Context: an optimization exercise on an open-source flow, tuned for small area, a short achievable clock period and few clock cycles per item. The choices shown serve that exercise and are no tape-out recipe. Where RTL was checked, it was by simulation tests only, not by an equivalence proof against the original. Function not checked in run 4: the RTL went through the layout flow alone.

### design/flow/flow/run.sh
#!/bin/bash
# Layout flow: the standard flow (standard.sh), with timing repair aiming
# below the clock period (a larger setup-slack margin), so that the achieved
# period shrinks.  Each tool's full output is in the ORFS logs under orfs/logs;
# make's own output goes to flow_make.log.
set -euo pipefail
export SETUP_SLACK_MARGIN=6.8
bash ./standard.sh finish > flow_make.log 2>&1
### design/flow/standard.sh
#!/bin/bash
# synth_recipe.tcl (not shown) runs the flow's synth.tcl, then flattens the netlist and writes it again
# the make line also repeats each setting of config.mk as NAME=value (left out here)
make -C /OpenROAD-flow-scripts/flow DESIGN_CONFIG=/design/flow/config.mk WORK_HOME=/design/flow/orfs CLKGATE_MAP_FILE= SYNTH_SCRIPT=/design/flow/synth_recipe.tcl "${@:-finish}"
### design/flow/config.mk
export PLATFORM = sky130hd
export DESIGN_NAME = therm_conv
export DESIGN_NICKNAME = therm_conv
export VERILOG_FILES = /design/flow/design.v
export SDC_FILE = /design/flow/constraint.sdc
export NUM_CORES = 4
export LEC_CHECK = 0
export CAP_MARGIN = 20
export CORE_MARGIN = 2
export CORE_UTILIZATION = 65
export CTS_BUF_LIST = sky130_fd_sc_hd__clkbuf_16
export CTS_CLUSTER_DIAMETER = 60
export CTS_CLUSTER_SIZE = 30
export SLEW_MARGIN = 20
export SYNTH_MEMORY_MAX_BITS = 16384
### design/flow/constraint.sdc
create_clock -name core_clock -period 10.0 [get_ports {clk}]
set_input_delay 2.0000 -clock core_clock [delete_from_list [all_inputs] [get_ports {clk}]]
set_output_delay 2.0000 -clock core_clock [all_outputs]
set_load 0.01 [all_outputs]
### design/flow/design.v
module therm_rom_l2_2 (input wire cls, input wire [1:0] p, output wire [17:0] th);
    wire [2:0] a = {cls, p};
    assign th = (a[2] ? (a[1] ? (a[0] ? 18'd10782 : 18'd17379) : 18'd229375) : (a[1] ? (a[0] ? 18'd11152 : 18'd17727) : (a[0] ? 18'd160839 : 18'd229375)));
endmodule
module therm_rom_l3_3 (input wire cls, input wire [2:0] p, output wire [17:0] th);
    wire [3:0] a = {cls, p};
    assign th = (a[3] ? (a[2] ? (a[1] ? (a[0] ? 18'd10501 : 18'd11270) : (a[0] ? 18'd13871 : 18'd25103)) : (a[1] ? (a[0] ? 18'd97779 : 18'd229375) : 18'd229375)) : (a[2] ? (a[1] ? (a[0] ? 18'd10790 : 18'd11737) : (a[0] ? 18'd14472 : 18'd24186)) : (a[1] ? (a[0] ? 18'd73111 : 18'd229375) : 18'd229375)));
endmodule
module therm_rom_l4_3_0 (input wire cls, input wire [2:0] p, output wire [17:0] th);
    wire [3:0] a = {cls, p};
    assign th = (a[3] ? (a[2] ? (a[1] ? (a[0] ? 18'd10623 : 18'd11646) : (a[0] ? 18'd15301 : 18'd32279)) : (a[1] ? (a[0] ? 18'd154319 : 18'd229375) : 18'd229375)) : (a[2] ? (a[1] ? (a[0] ? 18'd10950 : 18'd12165) : (a[0] ? 18'd15837 : 18'd29725)) : (a[1] ? (a[0] ? 18'd106207 : 18'd229375) : 18'd229375)));
endmodule
module therm_rom_l4_3_1 (input wire cls, input wire [2:0] p, output wire [17:0] th);
    wire [3:0] a = {cls, p};
    assign th = (a[3] ? (a[2] ? (a[1] ? (a[0] ? 18'd10239 : 18'd10991) : (a[0] ? 18'd12871 : 18'd20455)) : (a[1] ? (a[0] ? 18'd65027 : 18'd229375) : 18'd229375)) : (a[2] ? (a[1] ? (a[0] ? 18'd10662 : 18'd11408) : (a[0] ? 18'd13470 : 18'd20384)) : (a[1] ? (a[0] ? 18'd52469 : 18'd229375) : 18'd229375)));
endmodule
module therm_rom_l5_4_0 (input wire cls, input wire [3:0] p, output wire [17:0] th);
    wire [4:0] a = {cls, p};
    assign th = (a[4] ? (a[3] ? (a[2] ? (a[1] ? (a[0] ? 18'd10239 : 18'd10697) : (a[0] ? 18'd11120 : 18'd11882)) : (a[1] ? (a[0] ? 18'd13328 : 18'd16241) : (a[0] ? 18'd22534 : 18'd37287))) : (a[2] ? (a[1] ? (a[0] ? 18'd79251 : 18'd197311) : 18'd229375) : 18'd229375)) : (a[3] ? (a[2] ? (a[1] ? (a[0] ? 18'd10722 : 18'd11045) : (a[0] ? 18'd11562 : 18'd12426)) : (a[1] ? (a[0] ? 18'd13933 : 18'd16704) : (a[0] ? 18'd22111 : 18'd33427))) : (a[2] ? (a[1] ? (a[0] ? 18'd61613 : 18'd130023) : 18'd229375) : 18'd229375)));
endmodule
module therm_rom_l5_4_1 (input wire cls, input wire [3:0] p, output wire [17:0] th);
    wire [4:0] a = {cls, p};
    assign th = (a[4] ? (a[3] ? (a[2] ? (a[1] ? (a[0] ? 18'd10239 : 18'd10558) : (a[0] ? 18'd10879 : 18'd11443)) : (a[1] ? (a[0] ? 18'd12486 : 18'd14521) : (a[0] ? 18'd18763 : 18'd28293))) : (a[2] ? (a[1] ? (a[0] ? 18'd54023 : 18'd122111) : 18'd229375) : 18'd229375)) : (a[3] ? (a[2] ? (a[1] ? (a[0] ? 18'd10607 : 18'd10865) : (a[0] ? 18'd11272 : 18'd11937)) : (a[1] ? (a[0] ? 18'd13071 : 18'd15101) : (a[0] ? 18'd18941 : 18'd26689))) : (a[2] ? (a[1] ? (a[0] ? 18'd45149 : 18'd87659) : (a[0] ? 18'd201039 : 18'd229375)) : 18'd229375)));
endmodule
module therm_rom_l6_5_0 (input wire cls, input wire [4:0] p, output wire [17:0] th);
    wire [5:0] a = {cls, p};
    assign th = (a[5] ? (a[4] ? (a[3] ? (a[2] ? (a[1] ? 18'd10239 : (a[0] ? 18'd10589 : 18'd10738)) : (a[1] ? (a[0] ? 18'd10933 : 18'd11192) : (a[0] ? 18'd11541 : 18'd12015))) : (a[2] ? (a[1] ? (a[0] ? 18'd12670 : 18'd13588) : (a[0] ? 18'd14893 : 18'd16783)) : (a[1] ? (a[0] ? 18'd19567 : 18'd23750) : (a[0] ? 18'd30173 : 18'd40264)))) : (a[3] ? (a[2] ? (a[1] ? (a[0] ? 18'd59179 : 18'd87895) : (a[0] ? 18'd137071 : 18'd229375)) : 18'd229375) : 18'd229375)) : (a[4] ? (a[3] ? (a[2] ? (a[1] ? (a[0] ? 18'd10634 : 18'd10755) : (a[0] ? 18'd10906 : 18'd11097)) : (a[1] ? (a[0] ? 18'd11338 : 18'd11647) : (a[0] ? 18'd12047 : 18'd12570))) : (a[2] ? (a[1] ? (a[0] ? 18'd13263 : 18'd14192) : (a[0] ? 18'd15454 : 18'd17195)) : (a[1] ? (a[0] ? 18'd19631 : 18'd23101) : (a[0] ? 18'd28133 : 18'd35579)))) : (a[3] ? (a[2] ? (a[1] ? (a[0] ? 18'd48609 : 18'd67027) : (a[0] ? 18'd96363 : 18'd144423)) : 18'd229375) : 18'd229375)));
endmodule
module therm_rom_l6_5_1 (input wire cls, input wire [4:0] p, output wire [17:0] th);
    wire [5:0] a = {cls, p};
    assign th = (a[5] ? (a[4] ? (a[3] ? (a[2] ? (a[1] ? 18'd10239 : (a[0] ? 18'd10529 : 18'd10659)) : (a[1] ? (a[0] ? 18'd10829 : 18'd11053) : (a[0] ? 18'd11353 : 18'd11759))) : (a[2] ? (a[1] ? (a[0] ? 18'd12316 : 18'd13089) : (a[0] ? 18'd14182 : 18'd15749)) : (a[1] ? (a[0] ? 18'd18037 : 18'd21441) : (a[0] ? 18'd26611 : 18'd34637)))) : (a[3] ? (a[2] ? (a[1] ? (a[0] ? 18'd49475 : 18'd71675) : (a[0] ? 18'd109103 : 18'd174239)) : 18'd229375) : 18'd229375)) : (a[4] ? (a[3] ? (a[2] ? (a[1] ? (a[0] ? 18'd10582 : 18'd10691) : (a[0] ? 18'd10826 : 18'd10996)) : (a[1] ? (a[0] ? 18'd11210 : 18'd11483) : (a[0] ? 18'd11834 : 18'd12291))) : (a[2] ? (a[1] ? (a[0] ? 18'd12892 : 18'd13693) : (a[0] ? 18'd14774 : 18'd16253)) : (a[1] ? (a[0] ? 18'd18308 : 18'd21209) : (a[0] ? 18'd25378 : 18'd31483)))) : (a[3] ? (a[2] ? (a[1] ? (a[0] ? 18'd42043 : 18'd56783) : (a[0] ? 18'd79951 : 18'd117359)) : (a[1] ? (a[0] ? 18'd179583 : 18'd229375) : 18'd229375)) : 18'd229375)));
endmodule
module therm_rom_l7_6_0 (input wire cls, input wire [5:0] p, output wire [17:0] th);
    wire [6:0] a = {cls, p};
    assign th = (a[6] ? (a[5] ? (a[4] ? (a[3] ? (a[2] ? (a[1] ? 18'd10239 : (a[0] ? 18'd10239 : 18'd10488)) : (a[1] ? (a[0] ? 18'd10543 : 18'd10606) : (a[0] ? 18'd10678 : 18'd10759))) : (a[2] ? (a[1] ? (a[0] ? 18'd10853 : 18'd10962) : (a[0] ? 18'd11086 : 18'd11230)) : (a[1] ? (a[0] ? 18'd11398 : 18'd11592) : (a[0] ? 18'd11819 : 18'd12086)))) : (a[3] ? (a[2] ? (a[1] ? (a[0] ? 18'd12399 : 18'd12769) : (a[0] ? 18'd13206 : 18'd13727)) : (a[1] ? (a[0] ? 18'd14347 : 18'd15093) : (a[0] ? 18'd15989 : 18'd17073))) : (a[2] ? (a[1] ? (a[0] ? 18'd18391 : 18'd19999) : (a[0] ? 18'd21973 : 18'd24408)) : (a[1] ? (a[0] ? 18'd27429 : 18'd31197) : (a[0] ? 18'd35923 : 18'd41891))))) : (a[4] ? (a[3] ? (a[2] ? (a[1] ? (a[0] ? 18'd51679 : 18'd62007) : (a[0] ? 18'd75339 : 18'd92671)) : (a[1] ? (a[0] ? 18'd115383 : 18'd145383) : (a[0] ? 18'd185343 : 18'd229375))) : 18'd229375) : 18'd229375)) : (a[5] ? (a[4] ? (a[3] ? (a[2] ? (a[1] ? (a[0] ? 18'd10594 : 18'd10647) : (a[0] ? 18'd10706 : 18'd10772)) : (a[1] ? (a[0] ? 18'd10846 : 18'd10928) : (a[0] ? 18'd11020 : 18'd11124))) : (a[2] ? (a[1] ? (a[0] ? 18'd11240 : 18'd11372) : (a[0] ? 18'd11522 : 18'd11691)) : (a[1] ? (a[0] ? 18'd11885 : 18'd12105) : (a[0] ? 18'd12357 : 18'd12647)))) : (a[3] ? (a[2] ? (a[1] ? (a[0] ? 18'd12980 : 18'd13365) : (a[0] ? 18'd13811 : 18'd14329)) : (a[1] ? (a[0] ? 18'd14934 : 18'd15642) : (a[0] ? 18'd16474 : 18'd17455))) : (a[2] ? (a[1] ? (a[0] ? 18'd18617 : 18'd19999) : (a[0] ? 18'd21650 : 18'd23631)) : (a[1] ? (a[0] ? 18'd26018 : 18'd28910) : (a[0] ? 18'd32431 : 18'd36741))))) : (a[4] ? (a[3] ? (a[2] ? (a[1] ? (a[0] ? 18'd43554 : 18'd50485) : (a[0] ? 18'd59131 : 18'd69979)) : (a[1] ? (a[0] ? 18'd83687 : 18'd101131) : (a[0] ? 18'd123487 : 18'd152359))) : (a[2] ? (a[1] ? (a[0] ? 18'd189951 : 18'd229375) : 18'd229375) : 18'd229375)) : 18'd229375)));
endmodule
module therm_rom_l7_6_1 (input wire cls, input wire [5:0] p, output wire [17:0] th);
    wire [6:0] a = {cls, p};
    assign th = (a[6] ? (a[5] ? (a[4] ? (a[3] ? (a[2] ? 18'd10239 : (a[1] ? (a[0] ? 18'd10515 : 18'd10573) : (a[0] ? 18'd10641 : 18'd10717))) : (a[2] ? (a[1] ? (a[0] ? 18'd10805 : 18'd10906) : (a[0] ? 18'd11022 : 18'd11156)) : (a[1] ? (a[0] ? 18'd11311 : 18'd11491) : (a[0] ? 18'd11701 : 18'd11947)))) : (a[3] ? (a[2] ? (a[1] ? (a[0] ? 18'd12236 : 18'd12576) : (a[0] ? 18'd12978 : 18'd13455)) : (a[1] ? (a[0] ? 18'd14023 : 18'd14703) : (a[0] ? 18'd15519 : 18'd16505))) : (a[2] ? (a[1] ? (a[0] ? 18'd17699 : 18'd19155) : (a[0] ? 18'd20935 : 18'd23126)) : (a[1] ? (a[0] ? 18'd25836 : 18'd29207) : (a[0] ? 18'd33423 : 18'd38731))))) : (a[4] ? (a[3] ? (a[2] ? (a[1] ? (a[0] ? 18'd47403 : 18'd56519) : (a[0] ? 18'd68243 : 18'd83427)) : (a[1] ? (a[0] ? 18'd103247 : 18'd129327) : (a[0] ? 18'd163919 : 18'd210207))) : 18'd229375) : 18'd229375)) : (a[5] ? (a[4] ? (a[3] ? (a[2] ? (a[1] ? (a[0] ? 18'd10570 : 18'd10620) : (a[0] ? 18'd10676 : 18'd10738)) : (a[1] ? (a[0] ? 18'd10808 : 18'd10885) : (a[0] ? 18'd10973 : 18'd11070))) : (a[2] ? (a[1] ? (a[0] ? 18'd11180 : 18'd11304) : (a[0] ? 18'd11445 : 18'd11604)) : (a[1] ? (a[0] ? 18'd11785 : 18'd11991) : (a[0] ? 18'd12227 : 18'd12497)))) : (a[3] ? (a[2] ? (a[1] ? (a[0] ? 18'd12807 : 18'd13165) : (a[0] ? 18'd13579 : 18'd14060)) : (a[1] ? (a[0] ? 18'd14620 : 18'd15274) : (a[0] ? 18'd16041 : 18'd16944))) : (a[2] ? (a[1] ? (a[0] ? 18'd18011 : 18'd19278) : (a[0] ? 18'd20787 : 18'd22595)) : (a[1] ? (a[0] ? 18'd24768 : 18'd27394) : (a[0] ? 18'd30583 : 18'd34475))))) : (a[4] ? (a[3] ? (a[2] ? (a[1] ? (a[0] ? 18'd40611 : 18'd46831) : (a[0] ? 18'd54565 : 18'd64243)) : (a[1] ? (a[0] ? 18'd76431 : 18'd91877) : (a[0] ? 18'd111607 : 18'd136991))) : (a[2] ? (a[1] ? (a[0] ? 18'd169903 : 18'd212927) : 18'd229375) : 18'd229375)) : 18'd229375)));
endmodule
module therm_conv (
    input  wire        clk,
    input  wire        rst,
    input  wire        in_valid,
    output wire        in_ready,
    input  wire [4:0]  in_chan,
    input  wire [15:0] in_rail,
    input  wire [15:0] in_v,
    input  wire [15:0] in_range,
    output wire        out_valid,
    input  wire        out_ready,
    output wire        out_ok,
    output wire [7:0]  out_temp
);
    reg        a_v, a_cls, a_nok, a_vok;
    reg [1:0]  a_e;
    reg [15:0] a_rail, a_d;
    reg        rdy;
    wire       acc = in_valid & rdy;
    always @(posedge clk) begin
        a_v    <= acc & ~rst;
        a_cls  <= (in_chan > 5'd2);
        a_nok  <= (in_range <= 16'd1500);
        a_vok  <= (in_v >= 16'd3000);
        a_e    <= ({3'd0, in_rail} >= {in_v, 3'd0}) ? 2'd3 :
                  ({2'd0, in_rail} >= {in_v, 2'd0}) ? 2'd2 :
                  ({1'd0, in_rail} >= {in_v, 1'd0}) ? 2'd1 : 2'd0;
        a_rail <= in_rail;
        a_d    <= in_v;
    end
    wire [16:0] b_df  = {1'b0, a_rail} - {1'b0, a_d};
    wire        b_okn = a_nok & a_vok & ~b_df[16] & (b_df[15:0] >= 16'd3000);
    reg        b_v, b_cls, b_ok;
    reg [1:0]  b_e;
    reg [20:0] b_r25;
    reg [15:0] b_d;
    always @(posedge clk) begin
        b_v   <= a_v & ~rst;
        b_cls <= a_cls;
        b_ok  <= b_okn;
        b_r25 <= {1'b0, a_rail, 4'd0} + {2'b0, a_rail, 3'd0} + {5'd0, a_rail};
        b_e   <= a_e;
        b_d   <= a_d;
    end
    wire [25:0] c_mm = {b_r25, 4'd0} + {1'b0, b_r25, 3'd0} + {5'd0, b_r25};
    reg        c_v, c_cls, c_ok;
    reg [1:0]  c_e;
    reg [28:0] c_m;            
    reg [15:0] c_d;
    always @(posedge clk) begin
        c_v   <= b_v & ~rst;
        c_cls <= b_cls;
        c_ok  <= b_ok;
        case (b_e)
            2'd3:    c_m <= {3'd0, c_mm};
            2'd2:    c_m <= {2'd0, c_mm, 1'd0};
            2'd1:    c_m <= {1'd0, c_mm, 2'd0};
            default: c_m <= {c_mm, 3'd0};
        endcase
        c_e   <= b_e;
        c_d   <= b_ok ? b_d : 16'd0;    
    end
    wire [16:0] d0_r = {2'd0, c_m[28:14]};
    wire [14:0] d0_x = {c_m[13:0], 1'd0};
    wire [15:0] d0_d = c_d;
    wire [1:0]  d0_e = c_e;
    wire        d0_cls = c_cls, d0_v = c_v;
    wire [16:0] s0_t  = {d0_r[15:0], d0_x[14]};
    wire        s0_ad = d0_r[16];     
    wire [16:0] s0_r  = s0_t + ({1'b0, d0_d} ^ {17{~s0_ad}}) + {16'd0, ~s0_ad};
    wire [14:0] s0_x  = {d0_x[13:0], ~s0_r[16]};
    reg  [16:0] p0_r; reg [15:0] p0_d; reg [14:0] p0_x; reg [1:0] p0_e; reg p0_cls, p0_v;
    always @(posedge clk) begin p0_r <= s0_r; p0_d <= d0_d; p0_x <= s0_x; p0_e <= d0_e; p0_cls <= d0_cls; p0_v <= d0_v & ~rst; end
    wire [16:0] s1_t  = {p0_r[15:0], p0_x[14]};
    wire        s1_ad = p0_r[16];     
    wire [16:0] s1_r  = s1_t + ({1'b0, p0_d} ^ {17{~s1_ad}}) + {16'd0, ~s1_ad};
    wire [14:0] s1_x  = {p0_x[13:0], ~s1_r[16]};
    reg  [16:0] p1_r; reg [15:0] p1_d; reg [14:0] p1_x; reg [1:0] p1_e; reg p1_cls, p1_v;
    always @(posedge clk) begin p1_r <= s1_r; p1_d <= p0_d; p1_x <= s1_x; p1_e <= p0_e; p1_cls <= p0_cls; p1_v <= p0_v & ~rst; end
    wire [16:0] s2_t  = {p1_r[15:0], p1_x[14]};
    wire        s2_ad = p1_r[16];     
    wire [16:0] s2_r  = s2_t + ({1'b0, p1_d} ^ {17{~s2_ad}}) + {16'd0, ~s2_ad};
    wire [14:0] s2_x  = {p1_x[13:0], ~s2_r[16]};
    reg  [16:0] p2_r; reg [15:0] p2_d; reg [14:0] p2_x; reg [1:0] p2_e; reg p2_cls, p2_v;
    always @(posedge clk) begin p2_r <= s2_r; p2_d <= p1_d; p2_x <= s2_x; p2_e <= p1_e; p2_cls <= p1_cls; p2_v <= p1_v & ~rst; end
    wire [16:0] s3_t  = {p2_r[15:0], p2_x[14]};
    wire        s3_ad = p2_r[16];     
    wire [16:0] s3_r  = s3_t + ({1'b0, p2_d} ^ {17{~s3_ad}}) + {16'd0, ~s3_ad};
    wire [14:0] s3_x  = {p2_x[13:0], ~s3_r[16]};
    reg  [16:0] p3_r; reg [15:0] p3_d; reg [14:0] p3_x; reg [1:0] p3_e; reg p3_cls, p3_v;
    always @(posedge clk) begin p3_r <= s3_r; p3_d <= p2_d; p3_x <= s3_x; p3_e <= p2_e; p3_cls <= p2_cls; p3_v <= p2_v & ~rst; end
    wire [16:0] s4_t  = {p3_r[15:0], p3_x[14]};
    wire        s4_ad = p3_r[16];     
    wire [16:0] s4_r  = s4_t + ({1'b0, p3_d} ^ {17{~s4_ad}}) + {16'd0, ~s4_ad};
    wire [14:0] s4_x  = {p3_x[13:0], ~s4_r[16]};
    reg  [16:0] p4_r; reg [15:0] p4_d; reg [14:0] p4_x; reg [1:0] p4_e; reg p4_cls, p4_v;
    always @(posedge clk) begin p4_r <= s4_r; p4_d <= p3_d; p4_x <= s4_x; p4_e <= p3_e; p4_cls <= p3_cls; p4_v <= p3_v & ~rst; end
    wire [16:0] s5_t  = {p4_r[15:0], p4_x[14]};
    wire        s5_ad = p4_r[16];     
    wire [16:0] s5_r  = s5_t + ({1'b0, p4_d} ^ {17{~s5_ad}}) + {16'd0, ~s5_ad};
    wire [14:0] s5_x  = {p4_x[13:0], ~s5_r[16]};
    reg  [16:0] p5_r; reg [15:0] p5_d; reg [14:0] p5_x; reg [1:0] p5_e; reg p5_cls, p5_v;
    always @(posedge clk) begin p5_r <= s5_r; p5_d <= p4_d; p5_x <= s5_x; p5_e <= p4_e; p5_cls <= p4_cls; p5_v <= p4_v & ~rst; end
    wire [16:0] s6_t  = {p5_r[15:0], p5_x[14]};
    wire        s6_ad = p5_r[16];     
    wire [16:0] s6_r  = s6_t + ({1'b0, p5_d} ^ {17{~s6_ad}}) + {16'd0, ~s6_ad};
    wire [14:0] s6_x  = {p5_x[13:0], ~s6_r[16]};
    reg  [16:0] p6_r; reg [15:0] p6_d; reg [14:0] p6_x; reg [1:0] p6_e; reg p6_cls, p6_v;
    always @(posedge clk) begin p6_r <= s6_r; p6_d <= p5_d; p6_x <= s6_x; p6_e <= p5_e; p6_cls <= p5_cls; p6_v <= p5_v & ~rst; end
    wire [16:0] s7_t  = {p6_r[15:0], p6_x[14]};
    wire        s7_ad = p6_r[16];     
    wire [16:0] s7_r  = s7_t + ({1'b0, p6_d} ^ {17{~s7_ad}}) + {16'd0, ~s7_ad};
    wire [14:0] s7_x  = {p6_x[13:0], ~s7_r[16]};
    reg  [16:0] p7_r; reg [15:0] p7_d; reg [14:0] p7_x; reg [1:0] p7_e; reg p7_cls, p7_v;
    always @(posedge clk) begin p7_r <= s7_r; p7_d <= p6_d; p7_x <= s7_x; p7_e <= p6_e; p7_cls <= p6_cls; p7_v <= p6_v & ~rst; end
    wire [16:0] s8_t  = {p7_r[15:0], p7_x[14]};
    wire        s8_ad = p7_r[16];     
    wire [16:0] s8_r  = s8_t + ({1'b0, p7_d} ^ {17{~s8_ad}}) + {16'd0, ~s8_ad};
    wire [14:0] s8_x  = {p7_x[13:0], ~s8_r[16]};
    reg  [16:0] p8_r; reg [15:0] p8_d; reg [14:0] p8_x; reg [1:0] p8_e; reg p8_cls, p8_v;
    always @(posedge clk) begin p8_r <= s8_r; p8_d <= p7_d; p8_x <= s8_x; p8_e <= p7_e; p8_cls <= p7_cls; p8_v <= p7_v & ~rst; end
    wire [16:0] s9_t  = {p8_r[15:0], p8_x[14]};
    wire        s9_ad = p8_r[16];     
    wire [16:0] s9_r  = s9_t + ({1'b0, p8_d} ^ {17{~s9_ad}}) + {16'd0, ~s9_ad};
    wire [14:0] s9_x  = {p8_x[13:0], ~s9_r[16]};
    reg  [16:0] p9_r; reg [15:0] p9_d; reg [14:0] p9_x; reg [1:0] p9_e; reg p9_cls, p9_v;
    always @(posedge clk) begin p9_r <= s9_r; p9_d <= p8_d; p9_x <= s9_x; p9_e <= p8_e; p9_cls <= p8_cls; p9_v <= p8_v & ~rst; end
    wire [16:0] s10_t  = {p9_r[15:0], p9_x[14]};
    wire        s10_ad = p9_r[16];     
    wire [16:0] s10_r  = s10_t + ({1'b0, p9_d} ^ {17{~s10_ad}}) + {16'd0, ~s10_ad};
    wire [14:0] s10_x  = {p9_x[13:0], ~s10_r[16]};
    reg  [16:0] p10_r; reg [15:0] p10_d; reg [14:0] p10_x; reg [1:0] p10_e; reg p10_cls, p10_v;
    always @(posedge clk) begin p10_r <= s10_r; p10_d <= p9_d; p10_x <= s10_x; p10_e <= p9_e; p10_cls <= p9_cls; p10_v <= p9_v & ~rst; end
    wire [16:0] s11_t  = {p10_r[15:0], p10_x[14]};
    wire        s11_ad = p10_r[16];     
    wire [16:0] s11_r  = s11_t + ({1'b0, p10_d} ^ {17{~s11_ad}}) + {16'd0, ~s11_ad};
    wire [14:0] s11_x  = {p10_x[13:0], ~s11_r[16]};
    reg  [16:0] p11_r; reg [15:0] p11_d; reg [14:0] p11_x; reg [1:0] p11_e; reg p11_cls, p11_v;
    always @(posedge clk) begin p11_r <= s11_r; p11_d <= p10_d; p11_x <= s11_x; p11_e <= p10_e; p11_cls <= p10_cls; p11_v <= p10_v & ~rst; end
    wire [16:0] s12_t  = {p11_r[15:0], p11_x[14]};
    wire        s12_ad = p11_r[16];     
    wire [16:0] s12_r  = s12_t + ({1'b0, p11_d} ^ {17{~s12_ad}}) + {16'd0, ~s12_ad};
    wire [14:0] s12_x  = {p11_x[13:0], ~s12_r[16]};
    reg  [16:0] p12_r; reg [15:0] p12_d; reg [14:0] p12_x; reg [1:0] p12_e; reg p12_cls, p12_v;
    always @(posedge clk) begin p12_r <= s12_r; p12_d <= p11_d; p12_x <= s12_x; p12_e <= p11_e; p12_cls <= p11_cls; p12_v <= p11_v & ~rst; end
    wire [16:0] s13_t  = {p12_r[15:0], p12_x[14]};
    wire        s13_ad = p12_r[16];     
    wire [16:0] s13_r  = s13_t + ({1'b0, p12_d} ^ {17{~s13_ad}}) + {16'd0, ~s13_ad};
    wire [14:0] s13_x  = {p12_x[13:0], ~s13_r[16]};
    reg  [16:0] p13_r; reg [15:0] p13_d; reg [14:0] p13_x; reg [1:0] p13_e; reg p13_cls, p13_v;
    always @(posedge clk) begin p13_r <= s13_r; p13_d <= p12_d; p13_x <= s13_x; p13_e <= p12_e; p13_cls <= p12_cls; p13_v <= p12_v & ~rst; end
    wire [16:0] s14_t  = {p13_r[15:0], p13_x[14]};
    wire        s14_ad = p13_r[16];     
    wire [16:0] s14_r  = s14_t + ({1'b0, p13_d} ^ {17{~s14_ad}}) + {16'd0, ~s14_ad};
    wire [14:0] s14_x  = {p13_x[13:0], ~s14_r[16]};
    reg  [14:0] p14_x; reg [1:0] p14_e; reg p14_ok, p14_cls, p14_v;
    always @(posedge clk) begin p14_x <= s14_x; p14_e <= p13_e; p14_ok <= (p13_d != 16'd0); p14_cls <= p13_cls; p14_v <= p13_v & ~rst; end
    wire [14:0] qn = p14_x;
    wire [1:0]  qe = p14_e;
    wire [17:0] q  = {3'd0, qn} << qe;    
    wire        q_ok = p14_ok, q_cls = p14_cls, q_v = p14_v;
    wire [2:0] e0_le;
    assign e0_le[0] = ({3'd0, qn} <= (q_cls ? (qe[1] ? (qe[0] ? 18'd5681 : 18'd11363) : (qe[0] ? 18'd22726 : 18'd45453)) : (qe[1] ? (qe[0] ? 18'd4906 : 18'd9813) : (qe[0] ? 18'd19626 : 18'd39253))));
    assign e0_le[1] = ({3'd0, qn} <= (q_cls ? (qe[1] ? (qe[0] ? 18'd28671 : 18'd57343) : (qe[0] ? 18'd114687 : 18'd229375)) : (qe[1] ? (qe[0] ? 18'd28671 : 18'd57343) : (qe[0] ? 18'd114687 : 18'd229375))));
    assign e0_le[2] = ({3'd0, qn} <= (q_cls ? (qe[1] ? (qe[0] ? 18'd1519 : 18'd3039) : (qe[0] ? 18'd6079 : 18'd12159)) : (qe[1] ? (qe[0] ? 18'd1590 : 18'd3181) : (qe[0] ? 18'd6362 : 18'd12725))));
    wire [1:0] e0_b;
    assign e0_b[1] = e0_le[0];
    assign e0_b[0] = (e0_b[1] ? e0_le[2] : e0_le[1]);
    reg [17:0] f0_q; reg [1:0] f0_p; reg f0_ok, f0_cls, f0_v;
    always @(posedge clk) begin f0_q <= q; f0_p <= e0_b; f0_ok <= q_ok; f0_cls <= q_cls; f0_v <= q_v & ~rst; end
    wire [17:0] e1_th;
    therm_rom_l2_2 u_l2_2 (.cls(f0_cls), .p(f0_p), .th(e1_th));
    wire        e1_b = (f0_q <= e1_th);
    reg [17:0] f1_q; reg [2:0] f1_p; reg f1_ok, f1_cls, f1_v;
    always @(posedge clk) begin f1_q <= f0_q; f1_p <= {f0_p, e1_b}; f1_ok <= f0_ok; f1_cls <= f0_cls; f1_v <= f0_v & ~rst; end
    wire [17:0] e2_th;
    therm_rom_l3_3 u_l3_3 (.cls(f1_cls), .p(f1_p), .th(e2_th));
    wire        e2_b = (f1_q <= e2_th);
    wire [17:0] e2_t0;
    therm_rom_l4_3_0 u_l4_3_0 (.cls(f1_cls), .p(f1_p), .th(e2_t0));
    wire [17:0] e2_t1;
    therm_rom_l4_3_1 u_l4_3_1 (.cls(f1_cls), .p(f1_p), .th(e2_t1));
    reg [17:0] f2_q, f2_t; reg [3:0] f2_p; reg f2_ok, f2_cls, f2_v;
    always @(posedge clk) begin f2_q <= f1_q; f2_t <= e2_b ? e2_t1 : e2_t0; f2_p <= {f1_p, e2_b}; f2_ok <= f1_ok; f2_cls <= f1_cls; f2_v <= f1_v & ~rst; end
    wire        e3_b = (f2_q <= f2_t);
    wire [17:0] e3_t0;
    therm_rom_l5_4_0 u_l5_4_0 (.cls(f2_cls), .p(f2_p), .th(e3_t0));
    wire [17:0] e3_t1;
    therm_rom_l5_4_1 u_l5_4_1 (.cls(f2_cls), .p(f2_p), .th(e3_t1));
    reg [17:0] f3_q, f3_t; reg [4:0] f3_p; reg f3_ok, f3_cls, f3_v;
    always @(posedge clk) begin f3_q <= f2_q; f3_t <= e3_b ? e3_t1 : e3_t0; f3_p <= {f2_p, e3_b}; f3_ok <= f2_ok; f3_cls <= f2_cls; f3_v <= f2_v & ~rst; end
    wire        e4_b = (f3_q <= f3_t);
    wire [17:0] e4_t0;
    therm_rom_l6_5_0 u_l6_5_0 (.cls(f3_cls), .p(f3_p), .th(e4_t0));
    wire [17:0] e4_t1;
    therm_rom_l6_5_1 u_l6_5_1 (.cls(f3_cls), .p(f3_p), .th(e4_t1));
    reg [17:0] f4_q, f4_t; reg [5:0] f4_p; reg f4_ok, f4_cls, f4_v;
    always @(posedge clk) begin f4_q <= f3_q; f4_t <= e4_b ? e4_t1 : e4_t0; f4_p <= {f3_p, e4_b}; f4_ok <= f3_ok; f4_cls <= f3_cls; f4_v <= f3_v & ~rst; end
    wire        e5_b = (f4_q <= f4_t);
    wire [17:0] e5_t0;
    therm_rom_l7_6_0 u_l7_6_0 (.cls(f4_cls), .p(f4_p), .th(e5_t0));
    wire [17:0] e5_t1;
    therm_rom_l7_6_1 u_l7_6_1 (.cls(f4_cls), .p(f4_p), .th(e5_t1));
    reg [17:0] f5_q, f5_t; reg [6:0] f5_p; reg f5_ok, f5_cls, f5_v;
    always @(posedge clk) begin f5_q <= f4_q; f5_t <= e5_b ? e5_t1 : e5_t0; f5_p <= {f4_p, e5_b}; f5_ok <= f4_ok; f5_cls <= f4_cls; f5_v <= f4_v & ~rst; end
    wire        e6_b = (f5_q <= f5_t);
    wire [7:0] f6_p = {f5_p, e6_b};
    wire       f6_ok = f5_ok, f6_v = f5_v;
    wire        e_v = f6_v;
    wire [7:0]  e_d = f6_ok ? (f6_p ^ 8'h80) : 8'h80;
    reg  [7:0]  mem [0:24];
    reg  [4:0]  wp, rp;
    reg         fne;       
    reg         ov;
    reg  [8:0]  od;
    reg  [4:0]  cnt;     
    wire [7:0]  md   = mem[rp];
    wire        mok  = (md != 8'h80);
    wire [8:0]  hd   = fne ? {mok, mok ? md : 8'h00} : {f6_ok, f6_ok ? (f6_p ^ 8'h80) : 8'h00};
    wire        hv   = fne | e_v;
    wire        ld   = ~ov | out_ready;
    wire        pop  = ld & hv;
    wire        dlv  = ov & out_ready;
    wire [4:0]  wp1 = (wp == 5'd24) ? 5'd0 : wp + 1'b1;
    wire [4:0]  rp1 = (rp == 5'd24) ? 5'd0 : rp + 1'b1;
    always @(posedge clk) begin
        if (e_v) mem[wp] <= e_d;
        if (ld) od <= hd;
        if (rst) begin
            wp <= 0; rp <= 0; fne <= 1'b0; ov <= 1'b0; cnt <= 0; rdy <= 1'b1;
        end else begin
            if (e_v) wp <= wp1;
            if (pop) rp <= rp1;
            if (e_v & ~pop) fne <= 1'b1;
            else if (pop & ~e_v) fne <= (rp1 != wp);
            if (ld) ov <= hv;
            case ({acc, dlv})
                2'b10:   begin cnt <= cnt + 1'b1; rdy <= (cnt + 1 < 26); end
                2'b01:   begin cnt <= cnt - 1'b1; rdy <= (cnt - 1 < 26); end
                default: rdy <= (cnt < 26);
            endcase
        end
    end
    assign in_ready  = rdy;
    assign out_valid = ov;
    assign out_ok    = od[8];
    assign out_temp  = od[7:0];
endmodule
==> results of run 1 <==
path summary, 6_finish.rpt:
check | from | endpoint | slack [ns]
setup / recovery | od[6] | out_temp[6] | 6.73
hold / removal | p0_x[2] | p1_x[3] | 0.31
setup reg to reg | b_r25[4] | c_m[23] | 6.79
hold reg to reg | p0_x[2] | p1_x[3] | 0.31
cells by family after synthesis:
logic type                 synth area share [%]
DFF                                        47.7
and+or+nand+nor                            10.6
buffers and inverters                      3.51
muxes                                      4.04
AOI/OAI and AO/OA                          14.4
adders and majority gates                  12.8
xor gates and xnor gates                   7.09
metal layers:
layer  up-vias  wire length, um
met5         -                0
met4         0             3950
met3       273             7520
met2      1292            66000
met1     20000            55800
li1      20500                -
through the flow:
| step | hold WS (ns) |
|---|---|
| finish | 0.309 |
| global route | 0.317 |
| CTS | 0.317 |
| detailed placement | 0.312 |
| global placement | 0.310 |
| floorplan | 0.310 |
placed cells by master (no fill, tap or decap), types with 23 or more instances in the layout:
cell / count
inv_1: 289
ha_1: 516
xor2_1: 89
and3_1: 31
mux2_2: 24
mux4_2: 44
or3_1: 26
nor3_1: 100
buf_4: 105
dfxtp_1: 1074
clkdlybuf4s50_1: 35
nor2_1: 395
o21ai_0: 258
edfxtp_1: 209
a21oi_1: 355
clkbuf_16: 88
o31ai_1: 23
a31oi_1: 53
nand3_1: 110
o21bai_1: 32
a211oi_1: 56
and2_1: 38
nor2b_1: 88
a21o_1: 100
nand2_1: 356
nand2b_1: 76
mux2i_1: 84
nand4_1: 42
o21a_1: 58
xnor2_1: 392
fa_1: 45
o211ai_1: 35
layout make-up:
type | instances | area (um^2)
clock buffer | 87 | 2180
inverter | 314 | 1210
timing repair buffer | 192 | 1650
clock inverter | 72 | 1150
sequential | 1319 | 28600
tap | 1186 | 1480
timing repair inverter | 1 | 5.00
multi-input combinational | 3888 | 29800
fill | 6552 | 25300
timing repair:
action	in CTS	in global routing
pin swaps	27	40
gates resized for setup	161	141
hold buffers	0	0
cloned	1	3
endpoints found under the setup margin	113	110
buffers inserted	19	61
==> results.sh, run 1 <==
export IMPL_rr_worst_depth=14
export IMPL_placed_area_um2=61500
export IMPL_fin_nets=6440
export IMPL_fp_row_count=111
export IMPL_routed_wirelength_um=133000
export IMPL_tightest_slew_ns=1.08
export IMPL_cts_tree="done"
export IMPL_end_kind="output pin"
export IMPL_synth_largest_area_cell="dfxtp_1"
export IMPL_synth_area_top_cells="dfxtp_1 37%, ha_1 11%, edfxtp_1 10%"
export IMPL_synth_edff_count=209
export IMPL_dr_first_iter_drc_count=4005
export IMPL_use_met1_pct=35.7
export IMPL_io_pins=68
export IMPL_clock_latency_ns=0.70
export IMPL_clock_sinks=1319
export IMPL_firstDrtPassIters=7
export IMPL_critPathLaunchType="flip-flop"
export IMPL_path_delay_family="flip-flops"
export IMPL_yosysSeqAreaShare_pct=47.7
export IMPL_routabilityCongestion=0.982
export IMPL_top_register="mem"
export IMPL_remaining_drc_errors=0
export IMPL_hold_viol=0
export IMPL_cap_violations=0
export IMPL_antenna_found_initial=2
export IMPL_drive_gt1_share_pct=9.91
export IMPL_arrival_ns=1.27
export IMPL_dp_hpwl_um=93100
export IMPL_final_cells=7059
export IMPL_path_clk_slew_ns=0.10
export IMPL_whs_path_depth=0
export IMPL_crit_path_max_incr_delay_ns=0.43
export IMPL_syn_inst=5749
export IMPL_path_buf_inv=1
export IMPL_busiest_layer="met2"
export IMPL_yosysWarnings=1
export IMPL_min_period_over_period_pct=32.7
export IMPL_syn_cell_area_um2=59800
export IMPL_grt_pass1_wl_um=213000
export IMPL_syn_nets=6387
export IMPL_required_ns=8.00
export IMPL_cp_slowest_cell="edfxtp_1"
export IMPL_ant_nets=0
export IMPL_yosys_area_top_type_share_pct=37.2
export IMPL_utilization_pct=72.3
export IMPL_first_global_vias=41000
export IMPL_hp_class="flip-flop to flip-flop"
export IMPL_clk_path_buf_depth=3
export IMPL_synthToLayoutAreaGrowth_pct=10.6
export IMPL_maxSlewViolCount=0
export IMPL_top_regs="mem: 200 flops, c_m: 29 flops, b_r25: 21 flops"
export IMPL_final_setup_worst_slack_ns=6.73
export IMPL_cp_cell_sequence="buf_2"
export IMPL_portBuffers=67
export IMPL_wl_per_cell_um=18.9
export IMPL_crit_fanout=1
export IMPL_syn_area_per_cell_um2=10.4
export IMPL_core_um2=91400
export IMPL_async_reset_ff_share_pct=0
export IMPL_slew_headroom_pct=27.4
export IMPL_rsz0062_at_grt="yes"
export IMPL_path_class="flip-flop to output pin"
export IMPL_ys_ff_latch=1319
export IMPL_grt_ovfl_total=0
export IMPL_ys_dominant_reg_cell="dfxtp_1"
export IMPL_antenna_cells=0
export IMPL_grt_max_degree=81
export IMPL_status="no timing/DRC/antenna violations"
export IMPL_synth_commonest_cells="1110 x dfxtp_1, 534 x ha_1, 397 x nor2_1"
export IMPL_cts_root_buffer="clkbuf_16"
export IMPL_place_inst=6816
export IMPL_grtUsageMet3_pct=3.54
export IMPL_setup_viol=0
export IMPL_finalWorstPathRequiredPeriod_ns=3.27
export IMPL_yosysMostFrequentCell="dfxtp_1"
export IMPL_die_w_um=307
export IMPL_start_util_pct=65.4
export IMPL_clock_skew_final_ns=0.0451
export IMPL_grt_use_met2_pct=49.2
export IMPL_cts_buffers=86
export IMPL_tns_ns=0
export IMPL_die_h_um=307
export IMPL_design_die_area_um2=94400
export IMPL_htree_levels=3
export IMPL_vias=42000
export IMPL_largest_reg_flops=200
export IMPL_max_freq_ghz=0.305
export IMPL_path_depth=1
export IMPL_synth_distinct_cells=88
export IMPL_viasPerCell=5.95
export IMPL_final_cell_area_um2=66100
export IMPL_grt_usage_pct=27.9
export IMPL_dpl_worst_slack_ns=5.57
Testbench counts, summed over its fixed seeds: cycles 1,800, items 1,600.
==> inputs of run 2 (changes only) <==
--- a/design/flow/config.mk
+++ b/design/flow/config.mk
@@ -10,6 +10,6 @@
 export CORE_UTILIZATION = 65
 export CTS_BUF_LIST = sky130_fd_sc_hd__clkbuf_16
 export CTS_CLUSTER_DIAMETER = 60
-export CTS_CLUSTER_SIZE = 30
+export CTS_CLUSTER_SIZE = 24
 export SLEW_MARGIN = 20
 export SYNTH_MEMORY_MAX_BITS = 16384
==> run 2 against run 1 <==
Die area unchanged; highest routed layer unchanged; still clean; synthesized cell count unchanged; sequential share of layout area is 0.14 points higher; first-iteration DRC count shrank 0.35%; critical path type unchanged; global-route usage fell by 0.069 points; clock skew down 0.021 ns.
==> results.sh, run 2 <==
export IMPL_path_class="flip-flop to output pin"
export IMPL_syn_nets=6387
export IMPL_ys_dominant_reg_cell="dfxtp_1"
export IMPL_layout_commonest_cell="dfxtp_1"
export IMPL_syn_inst=5749
export IMPL_critPathLaunchType="flip-flop"
export IMPL_ctsHoldBuffers=0
export IMPL_end_kind="output pin"
export IMPL_syn_cell_area_um2=59800
export IMPL_fin_nets=6428
export IMPL_io_pins=68
export IMPL_grt_max_degree=81
export IMPL_firstDrtPassIters=8
export IMPL_yosysWarnings=1
export IMPL_yosysSeqAreaShare_pct=47.7
export IMPL_place_inst=6816
export IMPL_yosys_area_top_type_share_pct=37.2
export IMPL_dp_hpwl_um=93100
export IMPL_vias=41800
export IMPL_synth_area_top_cells="dfxtp_1 37%, ha_1 11%, edfxtp_1 10%"
export IMPL_async_reset_ff_share_pct=0
export IMPL_max_freq_ghz=0.305
export IMPL_antenna_found_initial=2
export IMPL_die_w_um=307
export IMPL_yosys_area_share_simple_pct=10.6
export IMPL_path_buf_inv=1
export IMPL_largest_reg_flops=200
export IMPL_top_register="mem"
export IMPL_tns_ns=0
export IMPL_cp_cell_sequence="buf_2"
export IMPL_maxSlewViolCount=0
export IMPL_required_ns=8.00
export IMPL_ant_nets=0
export IMPL_synth_largest_area_cell="dfxtp_1"
export IMPL_first_global_vias=41100
export IMPL_clock_sinks=1319
export IMPL_min_period_over_period_pct=32.8
export IMPL_grt_usage_pct=27.8
export IMPL_final_cell_mix="1074 x dfxtp_1, 516 x ha_1, 396 x nor2_1"
export IMPL_synth_distinct_cells=88
export IMPL_clock_skew_final_ns=0.0237
export IMPL_synthMuxAreaShare_pct=4.04
export IMPL_dr_first_iter_drc_count=3991
export IMPL_remaining_drc_errors=0
export IMPL_cts_tree="done"
export IMPL_cts_root_buffer="clkbuf_16"
export IMPL_hold_viol=0
export IMPL_cts_buffers=89
export IMPL_cap_violations=0
export IMPL_crit_fanout=1
export IMPL_viasPerCell=5.93
export IMPL_core_um2=91400
export IMPL_antenna_cells=0
export IMPL_synthXorXnorAreaFrac_pct=7.09
export IMPL_synthToLayoutAreaGrowth_pct=10.2
export IMPL_final_cells=7044
export IMPL_routabilityCongestion=0.982
export IMPL_tightest_slew_ns=1.06
export IMPL_drive_gt1_share_pct=9.63
export IMPL_portBuffers=67
export IMPL_setup_viol=0
export IMPL_path_clk_slew_ns=0.09
export IMPL_finalWorstPathRequiredPeriod_ns=3.28
export IMPL_ys_ff_latch=1319
export IMPL_grt_ovfl_total=0
export IMPL_top_regs="mem: 200 flops, c_m: 29 flops, b_r25: 21 flops"
export IMPL_arrival_ns=1.28
export IMPL_clk_path_buf_depth=3
export IMPL_synth_top_family_by_area="compound AO/OA/AOI/OAI gates"
export IMPL_syn_area_per_cell_um2=10.4
export IMPL_routed_wirelength_um=133000
export IMPL_n_fill_cell=6630
export IMPL_status="no timing/DRC/antenna violations"
export IMPL_wl_per_cell_um=18.9
export IMPL_synth_compound_area_share_pct=14.4
export IMPL_grt_pass1_wl_um=213000
export IMPL_start_util_pct=65.4
export IMPL_fp_row_count=111
export IMPL_htree_levels=3
export IMPL_synth_fa_ha_area_share_pct=12.8
export IMPL_crit_path_max_incr_delay_ns=0.43
export IMPL_rsz0062_at_grt="yes"
export IMPL_slew_headroom_pct=28.9
export IMPL_yosysMostFrequentCell="dfxtp_1"
export IMPL_synth_edff_count=209
export IMPL_cp_slowest_cell="edfxtp_1"
export IMPL_synth_commonest_cells="1110 x dfxtp_1, 534 x ha_1, 397 x nor2_1"
export IMPL_die_h_um=307
export IMPL_path_delay_family="flip-flops"
export IMPL_design_die_area_um2=94400
export IMPL_hp_class="flip-flop to flip-flop"
export IMPL_clock_latency_ns=0.68
-- run 2: cell types whose count changed in the layout (fill, tap and decap cells not counted), moves of 3 or more --
| cell | change |
|---|---|
| buf_4 | -13 |
| bufinv_16 | +4 |
| clkbuf_16 | +4 |
| clkbuf_2 | -3 |
| clkinv_16 | -11 |
| inv_1 | +4 |
| inv_12 | -4 |
| inv_16 | -3 |
| o21ai_0 | -3 |
-- run 2: cell type report --
cell class | count | area, um^2 | share of cell area, %
Clock buffer | 91 | 2280 | 3.46
Clock inverter | 68 | 911 | 1.38
Inverter | 314 | 1210 | 1.83
Multi-Input combinational cell | 3888 | 29900 | 45.3
Sequential cell | 1319 | 28600 | 43.4
Tap cell | 1186 | 1480 | 2.25
Timing Repair Buffer | 177 | 1560 | 2.36
Timing Repair inverter | 1 | 5.00 | 0.00760
-- run 2: logic make-up (layout without fill, tap and decap cells) --
kind of cell / after synthesis / count (layout)
and+or+nand+nor: 1345 / 1345
DFF: 1319 / 1319
AOI/OAI and AO/OA: 1313 / 1313
adders and majority gates: 582 / 582
buffers and inverters: 542 / 651
xor gates and xnor gates: 484 / 484
muxes: 164 / 164
-- run 2: what timing repair did --
item | CTS | global route
gates cloned | 1 | 2
setup buffers | 24 | 42
pin swaps | 26 | 37
setup endpoints to repair | 115 | 105
gates resized for setup | 163 | 134
-- run 2: path summary, 6_finish.rpt --
kind | start | endpoint | slack (ns) | cells past startpoint
setup reg to reg | b_r25[1] | c_m[25] | 6.83 | 12
hold / removal | c_m[1] | p0_x[3] | 0.32 | 0
setup / recovery | od[6] | out_temp[6] | 6.72 | 1
hold reg to reg | c_m[1] | p0_x[3] | 0.32 | 0
-- run 2: metal layers --
layer  global-route usage [%]  share of wire, %  vias to the layer above
li1                         -                 -                    20500
met1                     35.5                42                    19800
met2                     49.1                50                     1262
met3                     3.54               5.7                      237
met4                     8.89               2.8                        0
met5                        0                 0                        -
-- run 2: metrics by stage --
stage	cell area (um^2)	hold slack, ns	utilization, %	setup WS, ns
6_report	65900	0.322	72.1	6.72
5_1_grt	65900	0.329	72.1	6.62
2_1_floorplan	59900	0.310	-	6.38
3_5_place_dp	61500	0.312	67.3	5.57
4_1_cts	65100	0.324	71.2	6.69
3_3_place_gp	61500	0.310	67.3	5.61
==> inputs of run 3 (changes only) <==
--- a/design/flow/config.mk
+++ b/design/flow/config.mk
@@ -7,7 +7,7 @@
 export LEC_CHECK = 0
 export CAP_MARGIN = 20
 export CORE_MARGIN = 2
-export CORE_UTILIZATION = 65
+export CORE_UTILIZATION = 75
 export CTS_BUF_LIST = sky130_fd_sc_hd__clkbuf_16
 export CTS_CLUSTER_DIAMETER = 60
 export CTS_CLUSTER_SIZE = 24
==> run 3 against run 2 <==
Routed wire length is 42% higher; sequential share of layout area fell by 0.077 points; register-to-register slack got worse by 0.72 ns; cell area is 0.27% higher; worst hold slack worse by 0.0011 ns; non-clock buffer count up 34; via count increased by 16%; worst setup slack got worse by 0.62 ns; area after synthesis unchanged; critical endpoint is now p6_r[16].
==> results.sh, run 3 <==
export IMPL_status="no timing/DRC/antenna violations"
export IMPL_cp_slowest_cell="fa_1"
export IMPL_r2r_slack_ns=6.11
export IMPL_die_h_um=286
export IMPL_routabilityCongestion=0.941
export IMPL_cts_tree="done"
export IMPL_path_class="flip-flop to flip-flop"
export IMPL_ys_ff_latch=1319
export IMPL_ctsHoldBuffers=0
export IMPL_layout_commonest_cell="dfxtp_1"
export IMPL_yosys_area_top_type_share_pct=37.2
export IMPL_max_freq_ghz=0.257
export IMPL_tightest_slew_ns=1.22
export IMPL_tns_ns=0
export IMPL_hold_viol=0
export IMPL_fin_nets=6451
export IMPL_grt_usage_pct=40.2
export IMPL_end_kind="flip-flop"
export IMPL_wl_per_cell_um=27.3
export IMPL_crit_path_max_incr_delay_ns=0.48
export IMPL_whs_ns=0.321
export IMPL_reg2reg_from="p5_r[16]"
export IMPL_ant_nets=0
export IMPL_vias=48400
export IMPL_fp_row_count=103
export IMPL_hp_class="flip-flop to flip-flop"
export IMPL_arrival_ns=4.45
export IMPL_min_period_over_period_pct=38.9
export IMPL_synth_edff_count=209
export IMPL_start_util_pct=75.7
export IMPL_core_um2=79000
export IMPL_final_cell_area_um2=66100
export IMPL_path_clk_slew_ns=0.10
export IMPL_remaining_drc_errors=0
export IMPL_synth_area_top_cells="dfxtp_1 37%, ha_1 11%, edfxtp_1 10%"
export IMPL_antenna_found_initial=7
export IMPL_firstDrtPassIters=9
export IMPL_io_pins=68
export IMPL_r2r_end="p6_r[16]"
export IMPL_maxSlewViolCount=0
export IMPL_htree_levels=3
export IMPL_drive_gt1_share_pct=10.9
export IMPL_die_w_um=286
export IMPL_syn_inst=5749
export IMPL_clock_sinks=1319
export IMPL_grt_max_degree=89
export IMPL_whs_path_depth=0
export IMPL_yosysWarnings=1
export IMPL_syn_nets=6387
export IMPL_setup_viol=0
export IMPL_async_reset_ff_share_pct=0
export IMPL_syn_cell_area_um2=59800
export IMPL_routed_wirelength_um=189000
export IMPL_grt_ovfl_total=0
export IMPL_viasPerCell=7.00
export IMPL_final_cell_mix="1066 x dfxtp_1, 501 x ha_1, 393 x nor2_1"
export IMPL_clk_path_buf_depth=3
export IMPL_synth_largest_area_cell="dfxtp_1"
export IMPL_ys_dominant_reg_cell="dfxtp_1"
export IMPL_largest_reg_flops=200
export IMPL_rr_worst_depth=13
export IMPL_dr_first_iter_drc_count=5931
export IMPL_yosysSeqAreaShare_pct=47.7
export IMPL_synth_commonest_cells="1110 x dfxtp_1, 534 x ha_1, 397 x nor2_1"
export IMPL_min_from="p3_x[7]"
export IMPL_design_die_area_um2=82000
export IMPL_critPathLaunchType="flip-flop"
export IMPL_required_ns=10.55
export IMPL_finalWorstPathRequiredPeriod_ns=3.89
export IMPL_portBuffers=67
export IMPL_rsz0062_at_grt="yes"
export IMPL_syn_area_per_cell_um2=10.4
export IMPL_synth_distinct_cells=88
export IMPL_clock_skew_final_ns=0.0764
export IMPL_placed_area_um2=61300
export IMPL_yosysMostFrequentCell="dfxtp_1"
export IMPL_hold_path_end="p4_x[8]"
export IMPL_cp_cell_sequence="buf_8 -> or2_2 -> and2_1 -> fa_1 -> nor2b_1 -> o21a_1 -> o21ai_1 -> a21oi_2 -> a211oi_2 -> nor2_1 -> a211o_1 -> a21o_1 -> xnor2_1"
export IMPL_top_register="mem"
export IMPL_slew_headroom_pct=18.6
export IMPL_cap_violations=0
export IMPL_cts_root_buffer="clkbuf_16"
export IMPL_crit_fanout=17
export IMPL_first_global_vias=47100
export IMPL_cts_buffers=79
export IMPL_dp_hpwl_um=100000
export IMPL_clock_latency_ns=0.72
export IMPL_grt_pass1_wl_um=260000
export IMPL_top_regs="mem: 200 flops, c_m: 29 flops, b_r25: 21 flops"
export IMPL_synthToLayoutAreaGrowth_pct=10.5
-- run 3: area by class of cell --
cell class / instances / area [um^2]
Antenna cell: 3 / 7.51
Clock inverter: 54 / 671
Inverter: 314 / 1210
Tap cell: 1050 / 1310
Timing Repair Buffer: 211 / 1850
Fill cell: 3662 / 12900
Clock buffer: 84 / 2100
Multi-Input combinational cell: 3888 / 30300
Sequential cell: 1319 / 28600
-- run 3: repair_timing --
item | CTS | global route
gates resized for setup | 210 | 200
buffers inserted | 33 | 68
endpoints found under the setup margin | 130 | 121
pin swaps | 35 | 65
gates cloned | 1 | 2
-- run 3: cells by family (layout without fill, tap and decap cells) --
kind of cell    after synthesis  count (layout)  synth area share (%)
compound gates             1313            1313                  14.4
xor+xnor                    484             484                  7.09
fa+ha+maj                   582             582                  12.8
buf+inv                     542             663                  3.51
flops                      1319            1319                  47.7
mux                         164             164                  4.04
other cells                   0               3                     0
simple gates               1345            1345                  10.6
-- run 3: how the worst max path moves through the flow --
stage / from / end / slack (ns)
finish: p5_r[16] / p6_r[16] / 6.11
global route: p5_r[16] / p6_r[16] / 6.08
CTS: od[2] / out_temp[2] / 6.71
detailed placement: in_v[0] / a_e[0] / 5.62
global placement: in_v[0] / a_e[0] / 5.64
floorplan: in_v[1] / a_e[1] / 6.38
-- run 3: critical path, delay by kind of cell, from the launching register on --
| kind | cells | cell delay (ns) |
|---|---|---|
| compound gates | 6 | 1.32 |
| simple gates | 4 | 1.15 |
| fa+ha+maj | 1 | 0.48 |
| flops | 1 | 0.33 |
| xor+xnor | 1 | 0.25 |
| buf+inv | 1 | 0.18 |
-- run 3: through the flow --
step | utilization (%) | std cells | setup slack (ns)
2_1_floorplan | - | 5749 | 6.38
4_1_cts | 81.9 | 6850 | 6.71
3_5_place_dp | 77.6 | 6678 | 5.62
6_report | 83.6 | 6923 | 6.11
5_1_grt | 83.6 | 6920 | 6.08
3_3_place_gp | 77.6 | 6678 | 5.64
-- run 3: routing by layer --
metal	up-vias	share of wire (%)	track usage [%]
met5	-	0.027	0
met4	8	9.2	25.6
met3	1411	9.7	6.33
met2	3917	48	70.6
met1	22600	33	45.7
li1	20500	-	-
==> inputs of run 4 (changes only) <==
--- a/design/flow/design.v
+++ b/design/flow/design.v
@@ -6,13 +6,9 @@
     wire [3:0] a = {cls, p};
     assign th = (a[3] ? (a[2] ? (a[1] ? (a[0] ? 18'd10501 : 18'd11270) : (a[0] ? 18'd13871 : 18'd25103)) : (a[1] ? (a[0] ? 18'd97779 : 18'd229375) : 18'd229375)) : (a[2] ? (a[1] ? (a[0] ? 18'd10790 : 18'd11737) : (a[0] ? 18'd14472 : 18'd24186)) : (a[1] ? (a[0] ? 18'd73111 : 18'd229375) : 18'd229375)));
 endmodule
-module therm_rom_l4_3_0 (input wire cls, input wire [2:0] p, output wire [17:0] th);
-    wire [3:0] a = {cls, p};
-    assign th = (a[3] ? (a[2] ? (a[1] ? (a[0] ? 18'd10623 : 18'd11646) : (a[0] ? 18'd15301 : 18'd32279)) : (a[1] ? (a[0] ? 18'd154319 : 18'd229375) : 18'd229375)) : (a[2] ? (a[1] ? (a[0] ? 18'd10950 : 18'd12165) : (a[0] ? 18'd15837 : 18'd29725)) : (a[1] ? (a[0] ? 18'd106207 : 18'd229375) : 18'd229375)));
-endmodule
-module therm_rom_l4_3_1 (input wire cls, input wire [2:0] p, output wire [17:0] th);
-    wire [3:0] a = {cls, p};
-    assign th = (a[3] ? (a[2] ? (a[1] ? (a[0] ? 18'd10239 : 18'd10991) : (a[0] ? 18'd12871 : 18'd20455)) : (a[1] ? (a[0] ? 18'd65027 : 18'd229375) : 18'd229375)) : (a[2] ? (a[1] ? (a[0] ? 18'd10662 : 18'd11408) : (a[0] ? 18'd13470 : 18'd20384)) : (a[1] ? (a[0] ? 18'd52469 : 18'd229375) : 18'd229375)));
+module therm_rom_l4_4 (input wire cls, input wire [3:0] p, output wire [17:0] th);
+    wire [4:0] a = {cls, p};
+    assign th = (a[4] ? (a[3] ? (a[2] ? (a[1] ? (a[0] ? 18'd10239 : 18'd10623) : (a[0] ? 18'd10991 : 18'd11646)) : (a[1] ? (a[0] ? 18'd12871 : 18'd15301) : (a[0] ? 18'd20455 : 18'd32279))) : (a[2] ? (a[1] ? (a[0] ? 18'd65027 : 18'd154319) : 18'd229375) : 18'd229375)) : (a[3] ? (a[2] ? (a[1] ? (a[0] ? 18'd10662 : 18'd10950) : (a[0] ? 18'd11408 : 18'd12165)) : (a[1] ? (a[0] ? 18'd13470 : 18'd15837) : (a[0] ? 18'd20384 : 18'd29725))) : (a[2] ? (a[1] ? (a[0] ? 18'd52469 : 18'd106207) : 18'd229375) : 18'd229375)));
 endmodule
 module therm_rom_l5_4_0 (input wire cls, input wire [3:0] p, output wire [17:0] th);
     wire [4:0] a = {cls, p};
@@ -216,13 +212,11 @@
     wire [17:0] e2_th;
     therm_rom_l3_3 u_l3_3 (.cls(f1_cls), .p(f1_p), .th(e2_th));
     wire        e2_b = (f1_q <= e2_th);
-    wire [17:0] e2_t0;
-    therm_rom_l4_3_0 u_l4_3_0 (.cls(f1_cls), .p(f1_p), .th(e2_t0));
-    wire [17:0] e2_t1;
-    therm_rom_l4_3_1 u_l4_3_1 (.cls(f1_cls), .p(f1_p), .th(e2_t1));
-    reg [17:0] f2_q, f2_t; reg [3:0] f2_p; reg f2_ok, f2_cls, f2_v;
-    always @(posedge clk) begin f2_q <= f1_q; f2_t <= e2_b ? e2_t1 : e2_t0; f2_p <= {f1_p, e2_b}; f2_ok <= f1_ok; f2_cls <= f1_cls; f2_v <= f1_v & ~rst; end
-    wire        e3_b = (f2_q <= f2_t);
+    reg [17:0] f2_q; reg [3:0] f2_p; reg f2_ok, f2_cls, f2_v;
+    always @(posedge clk) begin f2_q <= f1_q; f2_p <= {f1_p, e2_b}; f2_ok <= f1_ok; f2_cls <= f1_cls; f2_v <= f1_v & ~rst; end
+    wire [17:0] e3_th;
+    therm_rom_l4_4 u_l4_4 (.cls(f2_cls), .p(f2_p), .th(e3_th));
+    wire        e3_b = (f2_q <= e3_th);
     wire [17:0] e3_t0;
     therm_rom_l5_4_0 u_l5_4_0 (.cls(f2_cls), .p(f2_p), .th(e3_t0));
     wire [17:0] e3_t1;
--- a/design/flow/config.mk
+++ b/design/flow/config.mk
@@ -7,7 +7,7 @@
 export LEC_CHECK = 0
 export CAP_MARGIN = 20
 export CORE_MARGIN = 2
-export CORE_UTILIZATION = 75
+export CORE_UTILIZATION = 65
 export CTS_BUF_LIST = sky130_fd_sc_hd__clkbuf_16
 export CTS_CLUSTER_DIAMETER = 60
 export CTS_CLUSTER_SIZE = 24
==> run 4 against run 3 <==
Sequential share of layout area shrank 0.41 points; core utilization decreased by 10 points; non-clock buffer count stayed put; cell area fell by 0.36%; critical path type is now flip-flop to output pin; critical endpoint is now out_temp[5].
==> results.sh, run 4 <==
export IMPL_status="no timing/DRC/antenna violations"
export IMPL_maxSlewViolCount=0
export IMPL_grt_max_degree=71
export IMPL_path_class="flip-flop to output pin"
export IMPL_async_reset_ff_share_pct=0
export IMPL_final_setup_worst_slack_ns=6.70
export IMPL_wl_per_cell_um=19.4
export IMPL_startpoint="od[5]"
export IMPL_grt_pass1_wl_um=217000
export IMPL_clk_path_buf_depth=3
export IMPL_cts_root_buffer="clkbuf_16"
export IMPL_place_inst=6715
export IMPL_synth_distinct_cells=80
export IMPL_die_w_um=305
export IMPL_tightest_slew_ns=1.13
export IMPL_routed_wirelength_um=136000
export IMPL_start_util_pct=65.6
export IMPL_end_kind="output pin"
export IMPL_synth_largest_area_cell="dfxtp_1"
export IMPL_cap_violations=0
export IMPL_io_pins=68
export IMPL_setup_viol=0
export IMPL_ys_dominant_reg_cell="dfxtp_1"
export IMPL_hp_class="flip-flop to flip-flop"
export IMPL_final_cell_area_um2=65800
export IMPL_ant_nets=0
export IMPL_syn_cell_area_um2=59000
export IMPL_antenna_cells=0
export IMPL_r2r_slack_ns=6.76
export IMPL_largest_reg_flops=200
export IMPL_dp_hpwl_um=94100
export IMPL_final_cells=6976
export IMPL_core_um2=90000
export IMPL_clock_skew_final_ns=0.0529
export IMPL_top_register="mem"
export IMPL_critPathLaunchType="flip-flop"
export IMPL_path_buf_inv=1
export IMPL_clock_latency_ns=0.71
export IMPL_cts_buffers=88
export IMPL_viasPerCell=5.99
export IMPL_min_period_over_period_pct=33.0
export IMPL_hold_viol=0
export IMPL_drive_gt1_share_pct=10.9
export IMPL_routabilityCongestion=0.976
export IMPL_dpl_worst_slack_ns=5.50
export IMPL_fin_nets=6371
export IMPL_clock_sinks=1301
export IMPL_rr_worst_depth=16
export IMPL_synth_area_top_cells="dfxtp_1 37%, ha_1 11%, edfxtp_1 11%"
export IMPL_finalWorstPathRequiredPeriod_ns=3.30
export IMPL_firstDrtPassIters=8
export IMPL_crit_path_max_incr_delay_ns=0.43
export IMPL_remaining_drc_errors=0
export IMPL_reg2reg_from="f2_p[0]"
export IMPL_vias=41800
export IMPL_synthToLayoutAreaGrowth_pct=11.5
export IMPL_rsz0062_at_grt="yes"
export IMPL_syn_area_per_cell_um2=10.5
export IMPL_yosys_area_top_type_share_pct=37.0
export IMPL_fp_row_count=110
export IMPL_die_h_um=305
export IMPL_ys_ff_latch=1301
export IMPL_antenna_found_initial=2
export IMPL_cp_cell_sequence="buf_2"
export IMPL_max_freq_ghz=0.303
export IMPL_htree_levels=3
export IMPL_final_cell_mix="1050 x dfxtp_1, 512 x ha_1, 380 x a21oi_1"
export IMPL_utilization_pct=73.1
export IMPL_slew_headroom_pct=24.5
export IMPL_grt_usage_pct=28.7
export IMPL_yosysMostFrequentCell="dfxtp_1"
export IMPL_synth_commonest_cells="1092 x dfxtp_1, 532 x ha_1, 394 x a21oi_1"
export IMPL_path_delay_family="flip-flops"
export IMPL_yosysWarnings=1
export IMPL_syn_nets=6276
export IMPL_grt_ovfl_total=0
export IMPL_path_depth=1
export IMPL_yosysSeqAreaShare_pct=47.7
export IMPL_cp_slowest_cell="edfxtp_1"
export IMPL_cts_tree="done"
export IMPL_synth_edff_count=209
export IMPL_top_regs="mem: 200 flops, c_m: 29 flops, b_r25: 21 flops"
export IMPL_crit_fanout=1
export IMPL_arrival_ns=1.30
export IMPL_layout_commonest_cell="dfxtp_1"
export IMPL_r2r_end="f3_t[15]"
export IMPL_syn_inst=5640
export IMPL_placed_area_um2=60800
export IMPL_portBuffers=67
export IMPL_dr_first_iter_drc_count=3517
export IMPL_whs_ns=0.328
export IMPL_path_clk_slew_ns=0.08
export IMPL_design_die_area_um2=93200
export IMPL_endpoint="out_temp[5]"
export IMPL_required_ns=8.00
export IMPL_tns_ns=0
export IMPL_first_global_vias=41500
==> run 4: final cells by class <==
cell class	instances	area, um^2
Clock buffer	88	2200
Clock inverter	67	1010
Fill cell	6414	24200
Inverter	286	1160
Multi-Input combinational cell	3845	29700
Sequential cell	1301	28200
Tap cell	1176	1470
Timing Repair Buffer	211	2060
Timing Repair inverter	2	10.0
==> run 4: worst min path at each step <==
stage               startpoint       end  depth (start not counted)
CTS                   p3_x[10]  p4_x[11]                          0
detailed placement     p9_x[2]  p10_x[3]                          0
finish                p3_x[10]  p4_x[11]                          0
global placement        p4_cls    p5_cls                          0
floorplan                a_cls     b_cls                          0
global route           p8_x[4]   p9_x[5]                          0
==> run 4: timing repair <==
action	4_1_cts	5_1_grt
cloned	7	5
pin swaps	27	64
hold buffers	0	0
setup buffers	39	54
gates resized for setup	178	172
endpoints found under the setup margin	91	96
==> run 4: logic make-up after synthesis <==
group / synth area share, %
flops: 47.7
simple gates: 10.3
mux: 4.86
xor+xnor: 7.04
buf+inv: 3.17
fa+ha+maj: 12.9
compound gates: 14.1
==> run 4: per-layer routing <==
metal / track usage (%) / vias to the layer above / share of wire (%)
li1: - / 20200 / -
met1: 36.1 / 19900 / 41
met2: 50.4 / 1376 / 49
met3: 3.95 / 341 / 6.1
met4: 10.2 / 2 / 3.6
met5: 0 / - / 0.0066

## static timing again, ports no longer ideal
The results above use ideal ports. As a check the final layouts listed here were re-extracted and re-timed, cells and wires unchanged. Step 1 assumes that a clkbuf_16 drives the clock port and a buf_2 every other input. Step 2 also shifts input and output timing later by t, the mid clock arrival at the registers, as if the neighbouring blocks saw the same clock. Three values: no drivers, after step 1, after step 2; two values: the first two.
run	t (ns)	setup slack, ns	clock arrival spread, ns
run 1	0.747	6.726 / 6.656 / 6.058	0.048 / 0.048
run 2	0.744	6.725 / 6.654 / 6.091	0.031 / 0.031
run 3	0.752	6.109 / 6.109 / 6.033	0.077 / 0.077
run 4	0.754	6.699 / 6.628 / 6.166	0.054 / 0.053
After both steps setup and hold are still met in every run listed. The setup slack of run 1, which loses most, moves by -0.070 ns with the drivers and by -0.668 ns with both steps.
